This design comes from an exercise in tuning for small area on the open sky130 flow, not from production work.
Where RTL was checked, it was by simulation tests only, not by an equivalence proof against the original.
The flow treats the clock pin as an ideal source, which a real chip does not have.
Power is estimated from default activity; no workload was simulated.

==> build 91 <==
Design pwm_codec, start of the top module:
module pwm_codec (
    input  wire clk,
    input  wire rst,         
    input  wire bus_in,
    output wire bus_drive
);
clock: 62.5 ns
lec_check: 0
cap_margin: 20
core_margin: 2
core_utilization: 40
slew_margin: 20
standard.sh (not shown) runs the stock make flow with config.mk's settings and CLKGATE_MAP_FILE= SYNTH_SCRIPT=/design/flow/synth_recipe.tcl, a recipe that flattens the netlist after the stock synthesis.
==> flow/flow/run.sh <==
#!/bin/bash
# Layout flow: the standard synthesis; then the combinational logic between
# the flip-flops is mapped again by ABC with an area-oriented script (the
# flip-flops keep their instances, names and cell types), proven equivalent
# to the standard netlist, and laid out by the standard flow from
# floorplan to finish, with its own clock buffering (see below). Each tool
# writes its output to its own log here.
set -euo pipefail
here=$(pwd)
R=$here/orfs/results/$FLOW_PLATFORM/pwm_codec/base
LIB=$FLOW_HOME/platforms/$FLOW_PLATFORM/lib/sky130_fd_sc_hd__tt_025C_1v80.lib
YOSYS=$(command -v yosys || true)
[[ -n "$YOSYS" ]] || YOSYS=$FLOW_HOME/../tools/install/yosys/bin/yosys

bash standard.sh synth > synth.log 2>&1
cp "$R/1_2_yosys.v" std_synth.v

python3 flow/resyn.py std_synth.v resyn.v "$FLOW_TOP" "$LIB" "$YOSYS" 3 60 > resyn.log 2>&1
bash flow/eqcheck.sh std_synth.v resyn.v "$FLOW_TOP" "$YOSYS" > eqcheck.log 2>&1

cp resyn.v "$R/1_2_yosys.v"
# Clock: flow/clkbuf.tcl, run before CTS, drives the flip-flops' clock pins
# through CLKBUF_N buffers fed by the clock port and has CTS skip the clock
# nets (flow/cts.args keeps CTS from adding dummy loads). Port buffers use the
# cell in flow/ports.args.
CLKBUF_CELL=sky130_fd_sc_hd__clkbuf_8 CLKBUF_N=3 CLKBUF_PORT=clk \
  bash standard.sh "CTS_ARGS=$(cat flow/cts.args)" "BUFFER_PORTS_ARGS=$(cat flow/ports.args)" \
  "PRE_CTS_TCL=$here/flow/clkbuf.tcl" finish > layout.log 2>&1
==> flow/flow/resyn.py <==
#!/usr/bin/env python3
"""Map the combinational logic of a synthesised sky130hd netlist again, for area.

usage: resyn.py STD.v OUT.v TOP LIB YOSYS [NSEEDS [SECONDS]]

Every combinational cell of STD.v is replaced by its function (from the
liberty), the flip-flops stay as they are (same instances, names and cell
types), and ABC maps the logic between them again with area-oriented
scripts (&deepsyn with a few seeds, and a plain &dch/&nf mapping); the
smallest result is kept. Writes OUT.v, then checks that the flip-flops and ports are unchanged.
"""
import re, subprocess, sys

std, out, top, lib, yosys = sys.argv[1:6]
NSEEDS = int(sys.argv[6]) if len(sys.argv) > 6 else 3
DEEP_T = int(sys.argv[7]) if len(sys.argv) > 7 else 60
libtext = open(lib).read()
nl = open(std).read()
used = set(re.findall(r'^\s*(sky130_fd_sc_hd__\w+)\s', nl, re.M))
SEQ = re.compile(r'sky130_fd_sc_hd__(df|edf|sdf|sedf|dl)')

def block(text, start):
    i, depth = start, 1
    while depth:
        if text[i] == '{': depth += 1
        elif text[i] == '}': depth -= 1
        i += 1
    return text[start:i]

models = []
dont_use = []
for m in re.finditer(r'\n\s*cell\s*\(\s*"?(sky130_fd_sc_hd__\w+)"?\s*\)\s*\{', libtext):
    name = m.group(1)
    if 'lpflow' in name or 'probe' in name:
        dont_use.append(name)
    body = block(libtext, m.end())
    pins = []
    for pm in re.finditer(r'\n\s*pin\s*\(\s*"?(\w+)"?\s*\)\s*\{', body):
        pb = block(body, pm.end())
        d = re.search(r'direction\s*:\s*"?(\w+)', pb).group(1)
        f = re.search(r'\bfunction\s*:\s*"([^"]*)"', pb)
        pins.append((pm.group(1), d, f.group(1) if f else None))
    seq = SEQ.match(name) is not None
    outs = [p for p, d, f in pins if d != 'input']
    if not outs or (not seq and any(f is None for p, d, f in pins if d != 'input')):
        continue
    if any(d not in ('input', 'output') for p, d, f in pins):
        continue
    if len(set(p for p, d, f in pins)) != len(pins) or name in dont_use:
        continue
    models.append(('(* blackbox *)\n' if seq else '') + 'module %s(%s);' % (name, ', '.join(p for p, _, _ in pins)))
    for p, d, f in pins:
        models.append('  %s %s;' % ('input' if d == 'input' else 'output', p))
    if not seq:
        for p, d, f in pins:
            if d == 'output':
                e = f.replace('!', '~').replace('+', '|').replace('*', '&')
                e = re.sub(r'([\w)])\s+(?=[\w(~])', r'\1 & ', e)
                models.append('  assign %s = %s;' % (p, e))
    models.append('endmodule')
open('cell_models.v', 'w').write('\n'.join(models) + '\n')

du = ' '.join('-dont_use %s' % c for c in dont_use)
SCRIPTS = {'nf': 'strash\n&get -n\n&dch -f\n&nf -R 1000\n&put\n'}
for seed in range(1, NSEEDS + 1):
    SCRIPTS['deep%d' % seed] = ('strash\n&get -n\n&deepsyn -T %d -S %d\n&dch -f\n&nf -R 1000\n&put\n'
                                % (DEEP_T, seed))
procs = {}
for tag, script in SCRIPTS.items():
    open('resyn_%s.abc' % tag, 'w').write(script)
    open('resyn_%s.ys' % tag, 'w').write(f"""read_verilog cell_models.v
read_verilog {std}
hierarchy -top {top}
scratchpad -set flatten.separator @@
flatten
rename -hide w:*@@*
techmap
opt
abc -liberty {lib} {du} -script resyn_{tag}.abc
opt_clean
hilomap -singleton -hicell sky130_fd_sc_hd__conb_1 HI -locell sky130_fd_sc_hd__conb_1 LO
write_verilog -noattr -nohex -nodec resyn_{tag}.v
tee -o resyn_{tag}.stat stat -liberty {lib}
""")
    procs[tag] = subprocess.Popen([yosys, '-s', 'resyn_%s.ys' % tag],
                                  stdout=open('resyn_%s.log' % tag, 'w'), stderr=subprocess.STDOUT)
areas = {}
for tag, p in procs.items():
    if p.wait() == 0:
        st = open('resyn_%s.stat' % tag).read()
        areas[tag] = float(re.search(r'Chip area for module .*?: ([\d.]+)', st).group(1))
print('areas:', areas)
best = min(areas, key=areas.get)
print('best:', best, areas[best])
open(out, 'w').write(open('resyn_%s.v' % best).read())

def flops(text):
    return sorted((c, n) for c, n in re.findall(r'^\s*(sky130_fd_sc_hd__\w+)\s+(\\\S+|\w+)\s*\(', text, re.M)
                  if SEQ.match(c))
def ports(text):
    m = re.search(r'module\s+' + re.escape(top) + r'\s*\((.*?)\);', text, re.S)
    return sorted(x.strip() for x in m.group(1).split(','))
new = open(out).read()
a, b = flops(nl), flops(new)
print('flip-flops: %d standard, %d remapped' % (len(a), len(b)))
if a != b or ports(nl) != ports(new):
    print('MISMATCH in flip-flops or ports')
    sys.exit(1)
bad = [c for c in set(re.findall(r'^\s*(sky130_fd_sc_hd__\w+)\s', new, re.M)) if c in dont_use]
if bad:
    print('dont_use cells used:', bad)
    sys.exit(1)
print('ok')
Other scripts of this flow, unchanged in this note and not shown: flow/flow/clkbuf.tcl, flow/flow/cts.args, flow/flow/eqcheck.sh, flow/flow/ports.args
==> inputs of trial 9, as changes to build 91 <==
--- a/flow/design.v
+++ b/flow/design.v
@@ -19,23 +19,23 @@
     wire k_8000b3c1 = (z == 5'd15) && (sr == 16'hb3c1);
     assign hit = k_00001f05 | k_0000abcd | k_0000e70e | k_0000e716 | k_0000e72a | k_0000e731 | k_8000b3c1;
     assign f_start[0] = k_00001f05 | k_0000e70e | k_0000e72a;
     assign f_start[1] = k_0000abcd | k_0000e72a | k_0000e731;
     assign f_start[2] = k_0000abcd | k_0000e70e;
     assign f_start[3] = k_0000abcd | k_0000e70e | k_0000e716 | k_0000e72a;
-    assign f_len[0] = (!f[0] & !f[2]) | (!f[1] & f[2]) | (f[0] & f[3]) | (f[2] & !f[3]);
-    assign f_len[1] = (!f[0] & !f[1] & !f[3]) | (f[2] & !f[3]) | (!f[0] & f[2]) | (f[1] & f[2]);
-    assign f_len[2] = (!f[1] & !f[2]) | (!f[0] & !f[2] & !f[3]) | (f[0] & !f[2] & f[3]) | (f[0] & !f[1] & f[3]);
-    assign f_len[3] = (!f[0] & !f[1] & !f[2] & !f[3]) | (f[0] & f[2] & !f[3]);
-    assign f_len[4] = (!f[0] & !f[3]) | (f[0] & f[3]) | (!f[0] & !f[1]);
+    assign f_len[0] = (f[0] & !f[2] & !f[3]) | (!f[0] & f[1] & f[2] & f[3]);
+    assign f_len[1] = (f[0] & !f[2]) | (f[1] & !f[2]) | (!f[2] & f[3]) | (f[0] & !f[1] & f[3]);
+    assign f_len[2] = (f[0] & f[1] & !f[3]) | (f[2] & !f[3]) | (!f[0] & f[1] & f[3]) | (!f[0] & f[2]) | (f[1] & f[2]);
+    assign f_len[3] = (f[0] & !f[2]) | (f[1]) | (!f[0] & f[2]) | (f[3]);
+    assign f_len[4] = (f[0] & !f[3]) | (!f[0] & f[1] & f[3]);
     assign f_next[0] = (f[2] & !f[3]) | (f[0] & f[2]) | (!f[0] & !f[1]);
     assign f_next[1] = (!f[0] & f[3]) | (!f[0] & !f[2]);
     assign f_next[2] = (!f[2] & f[3]) | (f[1] & !f[3]);
     assign f_next[3] = (!f[0] & f[3]) | (f[1] & f[3]);
     assign f_last = (f[0] & !f[3]) | (!f[1] & f[2]) | (!f[0] & f[1] & !f[2] & f[3]);
-    assign f_bit = (!n[0] & !n[1] & n[2] & !n[3] & !f[0]) | (!n[1] & !n[2] & !n[4] & f[0] & !f[1] & !f[2]) | (n[0] & n[1] & n[2] & !f[0] & !f[2]) | (n[2] & n[4] & !f[2]) | (!n[0] & n[1] & n[3] & !f[2]) | (n[0] & n[2] & !n[3] & f[1] & !f[2]) | (n[0] & !n[1] & !n[2] & n[3] & !f[2]) | (n[1] & n[4] & !f[0] & f[2]) | (!n[0] & n[2] & f[0] & !f[3]) | (!n[0] & !n[1] & n[2] & f[1] & f[2]) | (!f[0] & !f[1] & !f[2] & !f[3]) | (!n[0] & !n[2] & !n[3] & !n[4] & !f[0] & !f[3]) | (n[0] & !n[2] & f[0] & !f[3]) | (n[0] & !n[1] & n[2] & n[3] & f[2]) | (n[1] & !n[2] & !n[3] & f[1] & f[2] & f[3]) | (n[1] & n[2] & n[3] & f[0] & !f[1]) | (!n[3] & !n[4] & !f[0] & !f[2] & !f[3]) | (!n[0] & !n[1] & n[2] & !f[0] & f[2]) | (n[0] & !n[2] & !n[3] & !n[4] & !f[1] & !f[3]) | (n[0] & !n[1] & !n[2] & !n[4] & f[0] & !f[1]) | (!n[0] & !n[2] & n[3] & f[0] & !f[1] & f[3]) | (n[0] & !n[1] & !n[2] & !n[4] & !f[0] & !f[2]) | (!n[0] & !n[3] & !n[4] & !f[0] & f[1] & f[2]) | (n[1] & !n[2] & !n[3] & !n[4] & f[0] & f[2] & f[3]) | (n[1] & n[2] & n[3] & !f[2]);
+    assign f_bit = (!n[0] & !n[1] & !n[2] & !f[0] & !f[2]) | (n[0] & n[1] & !n[2] & n[3] & !f[0]) | (!n[2] & !n[4] & !f[2]) | (n[1] & n[2] & n[4] & f[0] & !f[1] & !f[2]) | (n[0] & !n[1] & !n[3] & !f[2]) | (!n[0] & n[1] & n[2] & !n[3] & !f[2]) | (!n[0] & !n[2] & n[3] & f[1] & !f[2]) | (!n[1] & !n[4] & !f[0] & f[2]) | (n[0] & !n[2] & f[0] & !f[3]) | (n[0] & n[1] & !n[2] & f[1] & f[2]) | (!f[0] & !f[1] & !f[2] & !f[3]) | (n[0] & n[2] & n[3] & n[4] & !f[0] & !f[3]) | (!n[0] & n[2] & f[0] & !f[3]) | (n[1] & !n[2] & !n[3] & !f[0] & f[2]) | (!n[1] & n[2] & n[3] & f[1] & f[2] & f[3]) | (n[3] & n[4] & !f[0] & !f[2] & !f[3]) | (!n[1] & !n[2] & !n[3] & f[0] & !f[1]) | (!n[0] & n[1] & !n[2] & !n[3] & f[2]) | (n[2] & n[3] & n[4] & !f[0] & !f[1] & !f[3]) | (n[0] & n[3] & n[4] & !f[0] & f[1] & f[2]) | (n[0] & n[2] & !n[3] & f[0] & !f[1] & f[3]) | (!n[0] & n[1] & n[2] & n[4] & f[0] & !f[1]) | (!n[0] & n[1] & n[2] & n[4] & !f[0] & !f[2]) | (!n[1] & n[2] & n[3] & n[4] & f[0] & f[2] & f[3]) | (!n[1] & !n[2] & !n[3] & !f[2]);
 endmodule
 module pwm_codec (
     input  wire clk,
     input  wire rst,         
     input  wire bus_in,
     output wire bus_drive
@@ -112,13 +112,13 @@
                         q  <= f_len;
                     end else begin
                         q <= q + 5'd1;
                         if (retry_out) begin
                             if (f == F_INIT0) begin
                                 ph <= TX_SETTLE;      
-                                q  <= 5'd0;
+                                q  <= 5'd31;
                             end else begin
                                 q <= 5'd16;
                                 if (f_last) begin
                                     ph <= RX_HIGH;
                                     sr <= 16'd0;
                                 end else begin
@@ -133,25 +133,25 @@
                 end
             end else if (ph != TX_SETTLE) begin
                 if (mark_end && ph == TX_MARK)
                     ph <= TX_SPACE;
                 if (per_end) begin
                     c <= 15'd0;
-                    if (q == 5'd0) begin
+                    q <= q + 5'd1;
+                    if (&q) begin
                         ph <= TX_SETTLE;
-                        q  <= (f == F_INIT0) ? 5'd4 : 5'd3;
+                        q  <= (f == F_INIT0) ? 5'd27 : 5'd28;
                     end else begin
-                        q  <= q - 5'd1;
                         ph <= TX_MARK;
                     end
                 end
             end else begin
                 if (per_end) begin
                     c <= 15'd0;
-                    q <= q - 5'd1;
-                    if (q == 5'd0) begin
+                    q <= q + 5'd1;
+                    if (&q) begin
                         q <= 5'd16;
                         if (f_last) begin
                             ph <= RX_HIGH;
                             sr <= 16'd0;
                         end else begin
                             ph <= TX_HIGH;
--- a/flow/flow/run.sh
+++ b/flow/flow/run.sh
@@ -12,13 +12,13 @@
 YOSYS=$(command -v yosys || true)
 [[ -n "$YOSYS" ]] || YOSYS=$FLOW_HOME/../tools/install/yosys/bin/yosys
 
 bash standard.sh synth > synth.log 2>&1
 cp "$R/1_2_yosys.v" std_synth.v
 
-python3 flow/resyn.py std_synth.v resyn.v "$FLOW_TOP" "$LIB" "$YOSYS" 3 60 > resyn.log 2>&1
+python3 flow/resyn.py std_synth.v resyn.v "$FLOW_TOP" "$LIB" "$YOSYS" 7 60 > resyn.log 2>&1
 bash flow/eqcheck.sh std_synth.v resyn.v "$FLOW_TOP" "$YOSYS" > eqcheck.log 2>&1
 
 cp resyn.v "$R/1_2_yosys.v"
 # Clock: flow/clkbuf.tcl, run before CTS, drives the flip-flops' clock pins
 # through CLKBUF_N buffers fed by the clock port and has CTS skip the clock
 # nets (flow/cts.args keeps CTS from adding dummy loads). Port buffers use the
--- a/flow/flow/resyn.py
+++ b/flow/flow/resyn.py
@@ -6,13 +6,13 @@
 Every combinational cell of STD.v is replaced by its function (from the
 liberty), the flip-flops stay as they are (same instances, names and cell
 types), and ABC maps the logic between them again with area-oriented
 scripts (&deepsyn with a few seeds, and a plain &dch/&nf mapping); the
 smallest result is kept. Writes OUT.v, then checks that the flip-flops and ports are unchanged.
 """
-import re, subprocess, sys
+import os, re, subprocess, sys, time
 
 std, out, top, lib, yosys = sys.argv[1:6]
 NSEEDS = int(sys.argv[6]) if len(sys.argv) > 6 else 3
 DEEP_T = int(sys.argv[7]) if len(sys.argv) > 7 else 60
 libtext = open(lib).read()
 nl = open(std).read()
@@ -62,34 +62,47 @@
 
 du = ' '.join('-dont_use %s' % c for c in dont_use)
 SCRIPTS = {'nf': 'strash\n&get -n\n&dch -f\n&nf -R 1000\n&put\n'}
 for seed in range(1, NSEEDS + 1):
     SCRIPTS['deep%d' % seed] = ('strash\n&get -n\n&deepsyn -T %d -S %d\n&dch -f\n&nf -R 1000\n&put\n'
                                 % (DEEP_T, seed))
-procs = {}
-for tag, script in SCRIPTS.items():
-    open('resyn_%s.abc' % tag, 'w').write(script)
-    open('resyn_%s.ys' % tag, 'w').write(f"""read_verilog cell_models.v
+def ys_text(tag):
+    return f"""read_verilog cell_models.v
 read_verilog {std}
 hierarchy -top {top}
 scratchpad -set flatten.separator @@
 flatten
 rename -hide w:*@@*
 techmap
 opt
 abc -liberty {lib} {du} -script resyn_{tag}.abc
 opt_clean
 hilomap -singleton -hicell sky130_fd_sc_hd__conb_1 HI -locell sky130_fd_sc_hd__conb_1 LO
 write_verilog -noattr -nohex -nodec resyn_{tag}.v
 tee -o resyn_{tag}.stat stat -liberty {lib}
-""")
-    procs[tag] = subprocess.Popen([yosys, '-s', 'resyn_%s.ys' % tag],
-                                  stdout=open('resyn_%s.log' % tag, 'w'), stderr=subprocess.STDOUT)
+"""
+# at most NUM_CORES runs at a time, so each &deepsyn gets a whole CPU for its time
+jobs = max(1, int(os.environ.get('NUM_CORES', '4')))
+rcs = {}
+running = {}
+for tag, script in SCRIPTS.items():
+    open('resyn_%s.abc' % tag, 'w').write(script)
+    open('resyn_%s.ys' % tag, 'w').write(ys_text(tag))
+    while len(running) >= jobs:
+        for t, p in list(running.items()):
+            if p.poll() is not None:
+                rcs[t] = p.returncode
+                del running[t]
+        time.sleep(0.5)
+    running[tag] = subprocess.Popen([yosys, '-s', 'resyn_%s.ys' % tag],
+                                    stdout=open('resyn_%s.log' % tag, 'w'), stderr=subprocess.STDOUT)
+for t, p in running.items():
+    rcs[t] = p.wait()
 areas = {}
-for tag, p in procs.items():
-    if p.wait() == 0:
+for tag, rc in rcs.items():
+    if rc == 0:
         st = open('resyn_%s.stat' % tag).read()
         areas[tag] = float(re.search(r'Chip area for module .*?: ([\d.]+)', st).group(1))
 print('areas:', areas)
 best = min(areas, key=areas.get)
 print('best:', best, areas[best])
 open(out, 'w').write(open('resyn_%s.v' % best).read())
==> comparison <==
Fmax: build 91 is higher than trial 9 (0.66%). Between build 91 and trial 9, the lower combinational power is in trial 9 (gap 31%, measured against trial 9). In sequential cell count, trial 9 and build 91 do not differ. In build 91 the clock skew is lower than in trial 9, by 0.0038 ns. Between trial 9 and build 91, the lower total power is in trial 9 (gap about 3.4%, measured against build 91). Build 91 passed the timing, design-rule and antenna checks. Trial 9 completed without violations. Against build 91, the worst hold slack of trial 9 is better by 0.0044 ns.
==> figures <==
metric                                                   trial 9        build 91
Fmax achieved                                        0.06986 GHz     0.07033 GHz
Last element of the critical path                          sr[7]           sr[6]
Vias per std cell                                          5.995           6.022
GR Util All Layers                                        0.1879          0.1904
Post-route cell area                                    2280 um2        2336 um2
P_clk                                                  0.0111 mW       0.0107 mW
Number of cells produced by synthesis                        294             292
Reg2Reg Setup Slack                                     59.18 ns        59.37 ns
Slew of the pin with the lowest slew margin            0.8613 ns       0.7348 ns
Share of the clock period used by the worst path          0.2290          0.2275
Die span in x                                           77.05 um        77.71 um
Status                                            finished clean  finished clean
Post-Route Utilization                                    0.4435          0.4516
Function not checked in build 91: the RTL went through the layout flow alone.

## separate check: timing with driven ports
How much do the figures lean on ideal ports? The routed layouts below were timed once more, with nothing changed but the port constraints. Step 1 sets driving cells, clkbuf_16 on the clock port and buf_2 on the other inputs (assumed; they add their load-dependent delay and slew). Step 2, shift: input delay + t, output delay - t, t = (earliest + latest rising clock arrival at the registers) / 2. This alone moves slack from input paths to output paths. a / b / c = ideal / step 1 / step 2; a / b = the first two.
| run | shift t [ns] | setup slack, ns | clock arrival spread, ns | worst slew at a driven data input, ns |
|---|---|---|---|---|
| build 91 | 0.190 | 48.280 / 48.308 / 48.119 | 0.013 / 0.013 | 0.03 |
| trial 9 | 0.197 | 48.186 / 48.214 / 48.017 | 0.016 / 0.016 | 0.03 |
After both steps setup and hold are still met in every run listed. For trial 9, which loses most, drivers alone change the setup slack by +0.028 ns; drivers and shift together by -0.169 ns.
